This design comes from an exercise in tuning for a short achievable clock period and few clock cycles on the open sky130 flow, not from production work. Only simulation tests tie the RTL to the original design; equivalence was not proved. Power and IR drop assume default switching activity.

**run.sh**
```bash
#!/bin/bash
# synth_recipe.tcl (not shown) runs the flow's synth.tcl, then flattens the netlist and writes it again
# the make line also repeats each setting of config.mk as NAME=value (left out here)
make -C /OpenROAD-flow-scripts/flow DESIGN_CONFIG=/design/flow/config.mk WORK_HOME=/design/flow/orfs CLKGATE_MAP_FILE= SYNTH_SCRIPT=/design/flow/synth_recipe.tcl finish
```
**config.mk**
```make
export PLATFORM = sky130hd
export DESIGN_NAME = hmmm_core
export DESIGN_NICKNAME = hmmm_core
export VERILOG_FILES = /design/flow/design.v
export SDC_FILE = /design/flow/constraint.sdc
export NUM_CORES = 4
export LEC_CHECK = 0
export CAP_MARGIN = 20
export CORE_MARGIN = 2
export CORE_UTILIZATION = 40
export SLEW_MARGIN = 20
```
**constraint.sdc**
```tcl
create_clock -name core_clock -period 12.0 [get_ports {clk}]
set_input_delay 2.4000 -clock core_clock [delete_from_list [all_inputs] [get_ports {clk}]]
set_output_delay 2.4000 -clock core_clock [all_outputs]
set_load 0.01 [all_outputs]
```
**design.v**
```verilog
module hmmm_core (
    input  wire        clk,
    input  wire        rst,           
    input  wire [8:0]  code_limit,
    input  wire [5:0]  exc_en,        
    input  wire [1:0]  ibp_en,
    input  wire [7:0]  ibp0_addr,
    input  wire [7:0]  ibp1_addr,
    input  wire        cmd_cont,
    input  wire        cmd_step,
    input  wire        cmd_pause,
    input  wire        in_valid,
    input  wire        in_eof,
    input  wire [15:0] in_data,
    output wire        out_valid,
    output wire [15:0] out_data,
    output reg         mem_req,
    output reg         mem_we,
    output reg  [7:0]  mem_addr,
    output reg  [15:0] mem_wdata,
    input  wire        mem_ack,
    input  wire [15:0] mem_rdata,
    output wire [2:0]  state,
    output wire [3:0]  stop_reason,
    output wire [15:0] pc_out,
    output wire [1:0]  bp_hit,
    output wire        exc_valid,
    output wire [2:0]  exc_kind,
    output wire [15:0] exc_epc,
    output wire [15:0] exc_addr,
    input  wire [3:0]  dbg_sel,
    output wire [15:0] dbg_rdata
);
    localparam [2:0] RS_READY   = 3'd0,
                     RS_RUNNING = 3'd1,
                     RS_PAUSED  = 3'd2,
                     RS_HALTED  = 3'd3,
                     RS_AWAIT   = 3'd4;
    localparam [3:0] SR_NONE      = 4'd0,
                     SR_PAUSE     = 4'd1,
                     SR_BREAK     = 4'd2,
                     SR_EXCEPTION = 4'd3,
                     SR_STEP      = 4'd4,
                     SR_HALT      = 4'd5,
                     SR_INPUT_END = 4'd6,
                     SR_FATAL     = 4'd7;
    localparam [2:0] EX_INVALID_INSTR = 3'd1,
                     EX_INVALID_MEM   = 3'd2,
                     EX_OUTSIDE_SEG   = 3'd3,
                     EX_CODE_READ     = 3'd4,
                     EX_CODE_WRITE    = 3'd5,
                     EX_DIV_ZERO      = 3'd6;
    localparam [1:0] PH_FETCH = 2'd0,
                     PH_EXEC  = 2'd1,
                     PH_MEM   = 2'd2,
                     PH_DIV   = 2'd3;
    reg [2:0]  runstate;
    reg [3:0]  reason;
    reg [1:0]  phase;
    reg [15:0] pc;
    reg [15:0] ir;
    reg [15:0] regs [1:15];
    reg        exc_v;
    reg [2:0]  exc_k;
    reg [15:0] exc_pc;
    reg [15:0] exc_a;
    reg [1:0]  hit_ids;
    reg        suppress;
    reg        mask_latch_v;
    reg        mask_latch_w;    
    reg        pause_req;
    reg        step_mode;
    reg [4:0]  div_cnt;
    reg [15:0] div_quo;
    reg [15:0] div_rem;
    reg [15:0] div_den;
    reg        div_qneg;
    reg        div_rneg;
    assign state       = runstate;
    assign stop_reason = reason;
    assign pc_out      = pc;
    assign bp_hit      = hit_ids;
    assign exc_valid   = exc_v;
    assign exc_kind    = exc_k;
    assign exc_epc     = exc_pc;
    assign exc_addr    = exc_a;
    assign dbg_rdata   = (dbg_sel == 4'd0) ? 16'd0 : regs[dbg_sel];
    wire [3:0]  op  = ir[15:12];
    wire [3:0]  fx  = ir[11:8];
    wire [3:0]  fy  = ir[7:4];
    wire [3:0]  fz  = ir[3:0];
    wire [7:0]  fn  = ir[7:0];
    wire [15:0] sn  = {{8{fn[7]}}, fn};
    wire [15:0] rx = (fx == 4'd0) ? 16'd0 : regs[fx];
    wire [15:0] ry = (fy == 4'd0) ? 16'd0 : regs[fy];
    wire [15:0] rz = (fz == 4'd0) ? 16'd0 : regs[fz];
    wire is_sys    = (op == 4'h0);
    wire is_halt   = (ir == 16'h0000);
    wire is_read   = is_sys && (fn == 8'h01);
    wire is_write  = is_sys && (fn == 8'h02);
    wire is_jumpr  = is_sys && (fn == 8'h03);
    wire is_setn   = (op == 4'h1);
    wire is_loadn  = (op == 4'h2);
    wire is_storen = (op == 4'h3);
    wire is_memr   = (op == 4'h4);
    wire is_loadr  = is_memr && (fz == 4'h0);
    wire is_storer = is_memr && (fz == 4'h1);
    wire is_popr   = is_memr && (fz == 4'h2);
    wire is_pushr  = is_memr && (fz == 4'h3);
    wire is_addn   = (op == 4'h5);
    wire is_add    = (op == 4'h6);    
    wire is_sub    = (op == 4'h7);    
    wire is_mul    = (op == 4'h8);
    wire is_div    = (op == 4'h9);
    wire is_mod    = (op == 4'hA);
    wire is_call   = (op == 4'hB);    
    wire is_jeqz   = (op == 4'hC);
    wire is_jnez   = (op == 4'hD);
    wire is_jgtz   = (op == 4'hE);
    wire is_jltz   = (op == 4'hF);
    wire valid_instr = is_halt || is_read || is_write || is_jumpr ||
                       (op != 4'h0 && op != 4'h4) ||
                       is_loadr || is_storer || is_popr || is_pushr;
    wire        is_mem_op = is_loadn || is_storen || is_loadr || is_storer ||
                            is_popr || is_pushr;
    wire        mem_is_write = is_storen || is_storer || is_pushr;
    wire [16:0] mem_ea = (is_loadn || is_storen) ? {9'd0, fn} :
                         is_popr ? ({1'b0, ry} - 17'd1) :
                                   {1'b0, ry};
    wire        mem_oor = (mem_ea[16:8] != 9'd0);    
    wire        mem_in_code = !mem_oor && ({1'b0, mem_ea[7:0]} < code_limit);
    wire        mask_en = mem_is_write ? exc_en[EX_CODE_WRITE - 1] : exc_en[EX_CODE_READ - 1];
    wire        latched = mask_latch_v && (mask_latch_w == mem_is_write);
    wire        mask_stop = mem_in_code && mask_en && !suppress && !latched;
    wire [15:0] alu_add = ry + rz;
    wire [15:0] alu_sub = ry - rz;
    wire [15:0] alu_mul = ry * rz;
    wire [15:0] pc_inc  = pc + 16'd1;
    wire take_branch = (is_jeqz && rx == 16'd0) ||
                       (is_jnez && rx != 16'd0) ||
                       (is_jgtz && !rx[15] && rx != 16'd0) ||
                       (is_jltz && rx[15]);
    wire [1:0] ibp_match = {ibp_en[1] && (pc == {8'd0, ibp1_addr}),
                            ibp_en[0] && (pc == {8'd0, ibp0_addr})};
    wire [16:0] div_trial = {div_rem[14:0], div_quo[15]} - {1'b0, div_den};
    wire [15:0] abs_y = ry[15] ? (16'd0 - ry) : ry;
    wire [15:0] abs_z = rz[15] ? (16'd0 - rz) : rz;
    integer i;
    task finish(input [15:0] next_pc);
        begin
            pc <= next_pc;
            if (next_pc != pc)
                mask_latch_v <= 1'b0;
            suppress <= 1'b0;
            phase <= PH_FETCH;
            if (step_mode) begin
                runstate <= RS_PAUSED;
                reason   <= SR_STEP;
                hit_ids  <= 2'b00;
            end
        end
    endtask
    task fatal(input [2:0] kind, input [15:0] addr);
        begin
            exc_v    <= 1'b1;
            exc_k    <= kind;
            exc_pc   <= pc;
            exc_a    <= addr;
            runstate <= RS_HALTED;
            reason   <= exc_en[kind - 3'd1] ? SR_EXCEPTION : SR_FATAL;
            hit_ids  <= 2'b00;
            phase    <= PH_FETCH;
        end
    endtask
    task write_reg(input [3:0] r, input [15:0] v);
        begin
            if (r != 4'd0)
                regs[r] <= v;
        end
    endtask
    always @(posedge clk) begin
        if (rst) begin
            runstate     <= RS_READY;
            reason       <= SR_NONE;
            phase        <= PH_FETCH;
            pc           <= 16'd0;
            ir           <= 16'd0;
            for (i = 1; i < 16; i = i + 1)
                regs[i] <= 16'd0;
            exc_v        <= 1'b0;
            exc_k        <= 3'd0;
            exc_pc       <= 16'd0;
            exc_a        <= 16'd0;
            hit_ids      <= 2'b00;
            suppress     <= 1'b0;
            mask_latch_v <= 1'b0;
            mask_latch_w <= 1'b0;
            pause_req    <= 1'b0;
            step_mode    <= 1'b0;
            div_cnt      <= 5'd0;
            div_quo      <= 16'd0;
            div_rem      <= 16'd0;
            div_den      <= 16'd0;
            div_qneg     <= 1'b0;
            div_rneg     <= 1'b0;
        end else begin
            if (cmd_pause)
                pause_req <= 1'b1;
            case (runstate)
            RS_READY, RS_PAUSED: begin
                if (cmd_cont || cmd_step) begin
                    step_mode <= cmd_step;
                    if (reason == SR_BREAK || reason == SR_EXCEPTION || reason == SR_STEP)
                        suppress <= 1'b1;
                    runstate <= RS_RUNNING;
                    phase    <= PH_FETCH;
                end
            end
            RS_AWAIT: begin
                if (in_valid) begin
                    if (in_eof) begin
                        runstate <= RS_HALTED;
                        reason   <= SR_INPUT_END;
                        hit_ids  <= 2'b00;
                    end else begin
                        write_reg(fx, in_data);
                        runstate <= RS_RUNNING;
                        finish(pc_inc);
                    end
                end
            end
            RS_RUNNING: begin
                case (phase)
                PH_FETCH: begin
                    if (pause_req) begin
                        pause_req <= 1'b0;
                        runstate  <= RS_PAUSED;
                        reason    <= SR_PAUSE;
                        hit_ids   <= 2'b00;
                    end else if (pc >= {7'd0, code_limit}) begin
                        fatal(EX_OUTSIDE_SEG, pc);
                    end else if (ibp_match != 2'b00 && !suppress) begin
                        runstate <= RS_PAUSED;
                        reason   <= SR_BREAK;
                        hit_ids  <= ibp_match;
                    end else if (mem_ack) begin
                        ir    <= mem_rdata;
                        phase <= PH_EXEC;
                    end
                end
                PH_EXEC: begin
                    if (!valid_instr) begin
                        fatal(EX_INVALID_INSTR, 16'd0);
                    end else if (is_mem_op) begin
                        if (mem_oor) begin
                            fatal(EX_INVALID_MEM, mem_ea[15:0]);
                        end else if (mask_stop) begin
                            exc_v        <= 1'b1;
                            exc_k        <= mem_is_write ? EX_CODE_WRITE : EX_CODE_READ;
                            exc_pc       <= pc;
                            exc_a        <= mem_ea[15:0];
                            mask_latch_v <= 1'b1;
                            mask_latch_w <= mem_is_write;
                            runstate     <= RS_PAUSED;
                            reason       <= SR_EXCEPTION;
                            hit_ids      <= 2'b00;
                            phase        <= PH_FETCH;
                        end else begin
                            phase <= PH_MEM;
                        end
                    end else if (is_div || is_mod) begin
                        if (rz == 16'd0) begin
                            fatal(EX_DIV_ZERO, 16'd0);
                        end else begin
                            div_cnt  <= 5'd0;
                            div_quo  <= abs_y;
                            div_rem  <= 16'd0;
                            div_den  <= abs_z;
                            div_qneg <= ry[15] ^ rz[15];
                            div_rneg <= ry[15];
                            phase    <= PH_DIV;
                        end
                    end else if (is_halt) begin
                        runstate <= RS_HALTED;
                        reason   <= SR_HALT;
                        hit_ids  <= 2'b00;
                        phase    <= PH_FETCH;
                    end else if (is_read) begin
                        runstate <= RS_AWAIT;
                        phase    <= PH_FETCH;
                    end else if (is_write) begin
                        finish(pc_inc);
                    end else if (is_jumpr) begin
                        finish(rx);
                    end else if (is_setn) begin
                        write_reg(fx, sn);
                        finish(pc_inc);
                    end else if (is_addn) begin
                        write_reg(fx, rx + sn);
                        finish(pc_inc);
                    end else if (is_add) begin
                        write_reg(fx, alu_add);
                        finish(pc_inc);
                    end else if (is_sub) begin
                        write_reg(fx, alu_sub);
                        finish(pc_inc);
                    end else if (is_mul) begin
                        write_reg(fx, alu_mul);
                        finish(pc_inc);
                    end else if (is_call) begin
                        write_reg(fx, pc_inc);
                        finish({8'd0, fn});
                    end else begin
                        finish(take_branch ? {8'd0, fn} : pc_inc);
                    end
                end
                PH_MEM: begin
                    if (mem_ack) begin
                        if (is_loadn || is_loadr) begin
                            write_reg(fx, mem_rdata);
                        end else if (is_pushr) begin
                            write_reg(fy, mem_ea[15:0] + 16'd1);
                        end else if (is_popr) begin
                            if (fx != fy)
                                write_reg(fy, mem_ea[15:0]);
                            write_reg(fx, mem_rdata);
                        end
                        finish(pc_inc);
                    end
                end
                PH_DIV: begin
                    if (div_cnt == 5'd16) begin
                        if (is_div)
                            write_reg(fx, div_qneg ? (16'd0 - div_quo) : div_quo);
                        else
                            write_reg(fx, div_rneg ? (16'd0 - div_rem) : div_rem);
                        finish(pc_inc);
                    end else begin
                        div_cnt <= div_cnt + 5'd1;
                        if (!div_trial[16]) begin
                            div_rem <= div_trial[15:0];
                            div_quo <= {div_quo[14:0], 1'b1};
                        end else begin
                            div_rem <= {div_rem[14:0], div_quo[15]};
                            div_quo <= {div_quo[14:0], 1'b0};
                        end
                    end
                end
                endcase
            end
            default: ;   
            endcase
        end
    end
    assign out_valid = (runstate == RS_RUNNING) && (phase == PH_EXEC) && is_write;
    assign out_data  = out_valid ? rx : 16'd0;
    always @(*) begin
        mem_req   = 1'b0;
        mem_we    = 1'b0;
        mem_addr  = 8'd0;
        mem_wdata = 16'd0;
        if (runstate == RS_RUNNING) begin
            if (phase == PH_FETCH && !pause_req && pc < {7'd0, code_limit} &&
                !(ibp_match != 2'b00 && !suppress)) begin
                mem_req  = 1'b1;
                mem_addr = pc[7:0];
            end else if (phase == PH_MEM) begin
                mem_req   = 1'b1;
                mem_we    = mem_is_write;
                mem_addr  = mem_ea[7:0];
                mem_wdata = rx;
            end
        end
    end
endmodule
```
==> run summary <==
==> worst reg2reg max path: stages, from the launching register on <==
cell       delay [ns]
dfxtp_4          0.69
buf_4            0.63
mux4_2           0.60
mux2i_1          0.55
a2bb2oi_1        0.50
inv_1            0.34
nand2_1          0.18
fa_1             0.42
fa_1             0.49
inv_1            0.05
fa_1             0.42
fa_1             0.54
inv_1            0.05
fa_1             0.46
fa_1             0.45
xor2_1           0.16
xnor2_1          0.23
xnor2_1          0.12
xnor2_1          0.23
xnor2_1          0.15
xnor3_1          0.41
xnor3_1          0.27
xnor2_1          0.23
a2111o_1         0.45
a21oi_2          0.85
o22ai_1          0.24
==> kinds of logic (layout without fill, tap and decap cells) <==
family,Yosys count,in the layout,synth area share
compound gates,871,871,0.1525
xor+xnor,190,190,0.04596
fa+ha+maj,219,219,0.09084
buf+inv,577,679,0.06140
flops,407,407,0.2886
mux,449,449,0.2271
other cells,1,19,0.0001011
simple gates,1060,1060,0.1334
==> routing by layer <==
metal | part of all wire | vias up | wire length [um] | global-route usage
met5 | 0.00023 | - | 38 | 0
met4 | 0.067 | 6 | 11200 | 0.1915
met3 | 0.14 | 575 | 22560 | 0.1043
met2 | 0.43 | 2643 | 71950 | 0.5154
met1 | 0.37 | 16830 | 61010 | 0.4454
li1 | - | 14360 | - | -
==> final cells by class <==
type,count,area share
Antenna cell,3,0.0001781
Clock buffer,64,0.03116
Clock inverter,29,0.007122
Inverter,261,0.02324
Multi-Input combinational cell,2805,0.5778
Sequential cell,407,0.2545
Tap cell,1243,0.03689
Timing Repair Buffer,325,0.06915
==> stage by stage <==
stage / utilization / instance area (um^2) / setup WS [ns] / hold slack, ns / instances
after floorplan: - / 37160 / 3.624 / 0.4319 / 3789
after global placement: 0.4415 / 40530 / 2.225 / 0.4405 / 5041
after detailed placement: 0.4416 / 40540 / 2.081 / 0.4453 / 5041
after CTS: 0.4591 / 42150 / 2.081 / 0.4521 / 5134
after global routing: 0.4592 / 42160 / 1.435 / 0.4851 / 5136
final: 0.4593 / 42160 / 2.018 / 0.4533 / 5137
==> registers in the layout, indices dropped and copies added (netlist names), named ones only <==
| register | count |
|---|---|
| div_quo | 16 |
| exc_v | 1 |
| mask_latch_w | 1 |
| exc_pc | 16 |
| div_qneg | 1 |
| pc | 16 |
| mask_latch_v | 1 |
| suppress | 1 |
| phase | 2 |
| div_rem | 16 |
| exc_k | 3 |
| hit_ids | 2 |
| div_den | 16 |
| ir | 16 |
| pause_req | 1 |
| reason | 4 |
| runstate | 3 |
| div_cnt | 5 |
| regs | 256 |
| step_mode | 1 |
| exc_a | 16 |
| div_rneg | 1 |
==> where the power goes <==
group	leakage, nW	internal (W)	total [W]	switching, W
clock network	0.790	0.000866	0.00155	0.000680
logic	10.6	0.00120	0.00342	0.00221
registers	3.86	0.00158	0.00177	0.000187
total	15.2	0.00365	0.00673	0.00308
==> worst min path at each step <==
| stage | startpoint | end | slack (ns) |
|---|---|---|---|
| 2_1_floorplan | div_den[1] | div_den[1] | 0.43 |
| 3_3_place_gp | div_den[4] | div_den[4] | 0.44 |
| 3_5_place_dp | div_den[13] | div_den[13] | 0.45 |
| 4_1_cts | div_den[13] | div_den[13] | 0.45 |
| 5_1_grt | div_den[4] | div_den[4] | 0.49 |
| 6_report | div_den[1] | div_den[1] | 0.45 |
==> cell usage in the layout (no fill, tap or decap), drive strengths merged, types with 17 or more instances in the layout <==
cell type and count:
a22oi 23, nor2 376, clkbuf 64, mux2i 113, edfxtp 256, a31oi 23, a221oi 25, nor3 72
nand2b 22, clkinv 28, dfxtp 151, nand4 25, or3 17, xnor2 118, or2 36, inv 257
o22ai 262, and2 28, nor4 32, o211ai 21, mux4 312, a21o 17, clkdlybuf4s50 192, fa 84
a211oi 64, mux2 24, a21oi 164, xor2 69, nand3b 20, nand3 59, o21ai 129, nor2b 42
nand2 275, ha 135, and3 22, o31ai 21, buf 133
==> run summary <==
Setup path
On the worst path, the slowest cell contributes a delay of 0.85 ns. The data required time at the worst endpoint is 12.37 ns. The worst setup path is captured at a flop. STA classifies the critical path startpoint as a flop.

In this run the worst path has a maximum fanout of 28. Grouping stages by cell kind, the critical path spends the most delay in adder cells. The capture point of the worst reg-to-reg path is regs[6][15]. The classification of the worst setup path is flop to flop.

The worst register-to-register path has a setup slack of 2.02 ns. On the critical path, the stage with the largest delay is an instance of a21oi_2. The worst path buffer plus inverter count is 4. The cell with the most instances on the worst path is fa_1.

Counting buffers and inverters, the worst setup path is 25 cells deep. The most critical setup path has its endpoint at regs[6][15]. The critical path arrival is 10.35 ns. The path depth of the worst reg2reg path is 25.

Clocking
The later pin in the worst-skew pair is clocked with a latency of 0.66 ns. The root buffer selected by CTS is clkbuf_16. The clock tree from TritonCTS is yes. Clock-pin slew was measured on the worst setup and hold paths at 0.06 ns. In this run the deepest clock path goes through 3 buffers. The number of H-tree branching levels is 2.

The count of clock tree sinks is 407. The hold-fix buffer count after cts is 0. Post-CTS timing repair inserted 0 buffers for setup. The number of clock buffers added by TritonCTS is 50.

The number of gates resized after CTS was 0.

Die
The effective utilization at floorplan is 0.4042. Pin placement for this block handled 197 I/O pins. The y dimension of the die is 308.6 um. The floorplan die width is 308.6 um.

After floorplanning, the core was sized to cover 91800 um^2. The die footprint is 95220 um^2. The site row count is 111.

Status
The run finished with no timing, DRC or antenna violations.

Layout
The layout has 8654 filler cells. The net count of the finished layout is 4146. Compared with the post-synthesis result, the final layout area differs by 13.62%.

The sequential cells in the finished layout cover a total of 10730 um^2. The multi-input combinational cells in the finished layout cover a total of 24360 um^2. Of the cells placed in the final design, the portion with a size suffix greater than 1 is 0.1611.

STA
The final count of negative-setup-slack endpoints is 0. Setup repair after global routing left no endpoint under its margin. The setup clock skew after layout is 0.07547 ns. In the finished design, the share of the clock period the worst path needs comes to 0.8318. The routed design could run at a clock period as short as 9.982 ns. The max-slew violation count is 0. The slew at the pin closest to its max-slew limit is 1.184 ns. The maximum clock frequency is 0.1002 GHz. The worst slew margin relative to its limit is 0.2080. The post-route setup TNS is 0 ns. The final count of hold timing violations is 0.

Drt
In the routed design, unresolved DRC markers number 0. The final routed wire length divided by cell count is 32.46 um. For this block, the routed nets add up to 166800 um of wire. The remaining antenna violation count after routing is 0.

The detailed router finished its first iteration with 5334 violations. The post-detailed-route via-to-cell ratio is 6.700. The routed via count is 34420. The first detailed-routing pass took 8 iterations.

Logic synthesis
After synthesis, the cell types taking the most area are edfxtp_1, mux4_2, dfxtp_1, ha_1, fa_1. After synthesis, the share of flip-flops with an asynchronous set or reset is 0. The sequential cell area fraction in the yosys report is 0.2886. The number of warnings reported in the yosys synthesis log is 1.

For this run, the leading register cell type out of synthesis is edfxtp_1. The number of different library cells used by synthesis comes to 92. The cell type contributing the most total cell area after synthesis is edfxtp_1. By count the netlist is led by nor2_1, mux4_2, nand2_1, o22ai_1, edfxtp_1. The cell area after synthesis is 37110 um^2. The number of flops mapped to enable cells by yosys is 256. The most common cell in the synthesized netlist is nor2_1. In the synthesized netlist, the number of instances is 3774. The share of the synthesized area in the top cell type is 0.2072.

The number of synthesized register bits is 407. The mean instance size in the synthesized netlist is 9.832 um^2.

Global route
The initial antenna violation count was 6. The largest net degree at the start of global routing is 66. The global-route congestion overflow total is 0.

The wire length of the first global-routing pass is 237300 um. The via count of the first global-routing pass is 32850. The total routing resource utilization after global routing is 0.3445.

Placed design
Summed over all nets, the half-perimeter wirelength after detailed placement is 119900 um. The number of buffer cells added on primary ports is 196. The global placer's final weighted congestion is 1.006.

Hold path
The worst hold path was traced through 2 stages. The path category of the worst min-delay check is flop to flop.

Power and ir drop
The post-route total power is 0.006730 W. The power density over the cells is 159.6 nW/um^2. The static leakage is 15.21 nW. The worst-case IR drop observed on VDD is 0.0001198 V.

Run
Across the run, the number of max-cap violations was 0.
Testbench counts, summed over its fixed seeds: cycles 82,534.

[afterwards: timing with drivers on the ports]
In the flow no input, the clock included, has a driving cell. The finished layout below was timed again as built, in two steps. Step 1: set_driving_cell puts a clkbuf_16 on clk and a buf_2 on each other input, an assumption about the parent block. Step 2, shift: input delay + t, output delay - t, t = (earliest + latest rising clock arrival at the registers) / 2. This alone moves slack from input paths to output paths. Three values: no drivers, after step 1, after step 2; two values: the first two.
shift t [ns]: 0.686
setup slack, ns: 2.018 / 2.018 / 2.018
hold slack, ns: 0.453 / 0.453 / 0.453
After both steps this run still meets setup and hold. For this run, drivers alone change the setup slack by 0.000 ns; drivers and shift together by 0.000 ns.
